Source: an optimization exercise on an open RTL-to-GDS flow (aim: a short achievable clock period and few clock cycles per item). Production flows keep margins and buffers that such runs may drop. Only simulation tests tie the RTL to the original design; equivalence was not proved. Power and IR drop assume default switching activity.

Design motor_ui_core, start of the top module:
module motor_ui_core (
    input  wire        clk,
    input  wire        rst,             
    input  wire        op_valid,
    input  wire [15:0] op_word,
    output wire        op_ready,
    output reg         done,
    output reg  [15:0] result,
    output reg         refused,
    output reg  [3:0]  col_drive,
    output reg  [13:0] duty_hb,
    output reg  [13:0] duty_boost,
    output reg  [13:0] duty_buck,
    output reg         pwm_out_en,
    output reg  [31:0] rpm,
    output reg         running,
    output reg         vth,
    output reg  [16:0] sp_volt,
    output reg  [16:0] sp_speed,
    output reg  [16:0] sp_max,
    output reg  [1:0]  cur_row,
    output reg  [2:0]  cur_col,
    output reg  [19:0] dig_buf,         
    output reg         digit_entered
);
export LEC_CHECK = 0
export ABC_CLOCK_PERIOD_IN_PS = 2500
export CAP_MARGIN = 20
export CORE_MARGIN = 2
export CORE_UTILIZATION = 40
export SLEW_MARGIN = 20
create_clock -name core_clock -period 10.0 [get_ports {clk}]
standard.sh (not shown) runs the stock make flow with config.mk's settings and CLKGATE_MAP_FILE= SYNTH_SCRIPT=/design/flow/synth_recipe.tcl, a recipe that flattens the netlist after the stock synthesis.
==> flow/flow/run.sh <==
#!/bin/bash
# The standard layout (standard.sh: the standard flow's synthesis and ORFS flow, unchanged)
# with a tighter target for the setup repair: repair_timing works on every
# path with less than SETUP_SLACK_MARGIN ns of slack at the design's clock.
set -euo pipefail
export SETUP_SLACK_MARGIN=6.7
bash standard.sh > standard.log 2>&1
Testbench counts at the start, summed over its fixed seeds: cycles 24,326, ops 24,000.
Edit:
==> flow/run.sh (new file) <==
#!/bin/bash
# synth_recipe.tcl (not shown) runs the flow's synth.tcl, then flattens the netlist and writes it again
# the make line also repeats each setting of config.mk as NAME=value (left out here)
make -C /OpenROAD-flow-scripts/flow DESIGN_CONFIG=/design/flow/config.mk WORK_HOME=/design/flow/orfs CLKGATE_MAP_FILE= SYNTH_SCRIPT=/design/flow/synth_recipe.tcl finish
--- a/flow/config.mk
+++ b/flow/config.mk
@@ -10,3 +10,4 @@
 export CORE_MARGIN = 2
 export CORE_UTILIZATION = 40
+export SETUP_SLACK_MARGIN = 5
 export SLEW_MARGIN = 20
removed: flow/flow/run.sh
removed: flow/standard.sh
Design area is lower by 9.2%.
Register-to-register slack got worse by 1.1 ns.
Routed wire length decreases by 13%.
Via count shrinks by 6.2%.
Power is lower by 0.30%.
Synthesized area stays the same.
Sequential cell count does not change.
Core utilization goes down by 4.6 points.
Die area is unchanged.
Count of clock-buffer cells in the layout grows by 5.
Clock power increases by about 0.8%.

---

motor_ui_core, a different RTL version from the one above (not shown whole).
Size in the first run: about 2100 flip-flops, roughly 200 I/O pins, roughly 0.11 sq mm of cells after synthesis.
clock: 10.0 ns
lec_check: 0
abc_clock_period_in_ps: 2500
cap_margin: 20
core_margin: 2
core_utilization: 40
slew_margin: 20
==> flow/flow/run.sh <==
#!/bin/bash
# The standard layout (standard.sh: the standard flow's synthesis and ORFS flow, unchanged)
# with a tighter target for the setup repair: repair_timing works on every
# path with less than SETUP_SLACK_MARGIN ns of slack at the design's clock.
set -euo pipefail
export SETUP_SLACK_MARGIN=7.0
bash standard.sh > standard.log 2>&1
Testbench counts at the start, summed over its fixed seeds: cycles 24,016, ops 24,000.
==> next run, changes <==
- CORE_UTILIZATION: 40 -> 50
- CTS_CLUSTER_DIAMETER: unset -> 80
- CTS_CLUSTER_SIZE: unset -> 24
- PLACE_DENSITY: unset -> 0.65
=> The new run finished with timing, DRC and antenna clean. First-iteration DRC count falls by 10%. Design area falls by 3.3%. Clock-buffer cell count falls by 154. Synthesized cell count stays the same.
==> next run, changes <==
- CORE_UTILIZATION: 50 -> 60
- PLACE_DENSITY: 0.65 -> 0.7
Setup slack gains 0.031 ns.
Worst hold slack gains 0.0071 ns.
Synthesized area stays the same.
Via count barely changes.
Combinational power came out lower by about 4%.
Final cell count goes down by 4.0%.
Sequential share of layout area increases by 0.97 points.
Utilization came out higher by 10 points.
Total power came out lower by 4.1%.
Final area decreases by 2.3%.
Global-route usage grows by 3.8 points.

---

Another version of the RTL of motor_ui_core (not shown whole).
For scale: about 9600 cells after synthesis, about 1900 flip-flops, about 100000 sq um of cells after synthesis.
// motor_ui_core
module motor_ui_core (
    input  wire        clk,
    input  wire        rst,             
    input  wire        op_valid,
    input  wire [15:0] op_word,
    output wire        op_ready,
    output reg         done,
    output reg  [15:0] result,
    output reg         refused,
    output reg  [3:0]  col_drive,
    output reg  [13:0] duty_hb,
    output reg  [13:0] duty_boost,
    output reg  [13:0] duty_buck,
    output reg         pwm_out_en,
    output reg  [31:0] rpm,
    output reg         running,
    output reg         vth,
    output reg  [16:0] sp_volt,
    output reg  [16:0] sp_speed,
    output reg  [16:0] sp_max,
    output reg  [1:0]  cur_row,
    output reg  [2:0]  cur_col,
    output reg  [19:0] dig_buf,         
    output reg         digit_entered
);
    localparam [11:0] THRESH_RAW  = 12'd1229;
    localparam [13:0] DUTY_FULL   = 14'd10000;
    localparam [16:0] BATT_CV     = 17'd900;
    localparam [16:0] CEIL_CV     = 17'd2400;
    localparam RD = 19;
    localparam [3:0] PC_START = 4'd10;    
    localparam [1:0] DV_WAIT  = 2'd2;     
    reg        in_v;
    reg [15:0] in_w;
    reg        in_spd;         
    reg        in_abv;         
    reg        is_scan, is_ctrl, is_edge, is_pop, is_key, is_reset, is_legal;
    reg        k_digit, k_up, k_down, k_left, k_right, k_commit, k_star;
    reg        ready_q;
  ...
clock: 10.0 ns
lec_check: 0
abc_clock_period_in_ps: 2500
cap_margin: 20
core_margin: 2
core_utilization: 60
cts_cluster_diameter: 80
cts_cluster_size: 30
place_density: 0.7
slew_margin: 20
Scripts as last shown in full above: flow/flow/run.sh
The first run finished clean.
Testbench counts at the start, summed over its fixed seeds: cycles 24,326, ops 24,000.
==> next run, changes <==
Settings changed: CORE_UTILIZATION 60 to 40, CTS_CLUSTER_DIAMETER 80 to default, CTS_CLUSTER_SIZE 30 to default, PLACE_DENSITY 0.7 to default.
Effect: The new run passed the timing, design-rule and antenna checks. Wire length rises by a few percent. Area after synthesis does not change. Die area goes up by well over a third.

## what the ideal ports hide
Ports are ideal in the flow. The routed layouts listed here were re-timed in OpenROAD. Step 1: set_driving_cell puts a clkbuf_16 on clk and a buf_2 on each other input, an assumption about the parent block. Step 2 times the ports against the registers' clock, not the clock port: input delays grow and output delays shrink by t, the midpoint of the rising clock arrivals with the driver on. a / b / c = no drivers / after step 1 / after step 2; a / b = the first two.
| run | t, ns | slack for setup (ns) | worst setup path at the end |
|---|---|---|---|
| the first run of note 1 | 0.922 | 6.370 / 6.370 / 6.034 | input to register |
| the second run of note 1 | 0.924 | 5.245 / 5.245 / 5.245 | register to register |
| the first run of note 2 | 0.941 | 6.510 / 6.419 / 6.150 | input to register |
| the second run of note 2 | 0.906 | 6.602 / 6.515 / 6.142 | input to register |
| the third run of note 2 | 0.887 | 6.633 / 6.541 / 6.098 | input to register |
| the first run of note 3 | 0.837 | 6.217 / 6.217 / 6.217 | register to register |
| the second run of note 3 | 0.933 | 6.290 / 6.290 / 6.156 | input to register |
After both steps setup and hold are still met in every run listed. For the third run of note 2, which loses most, drivers alone change the setup slack by -0.092 ns; drivers and shift together by -0.535 ns.
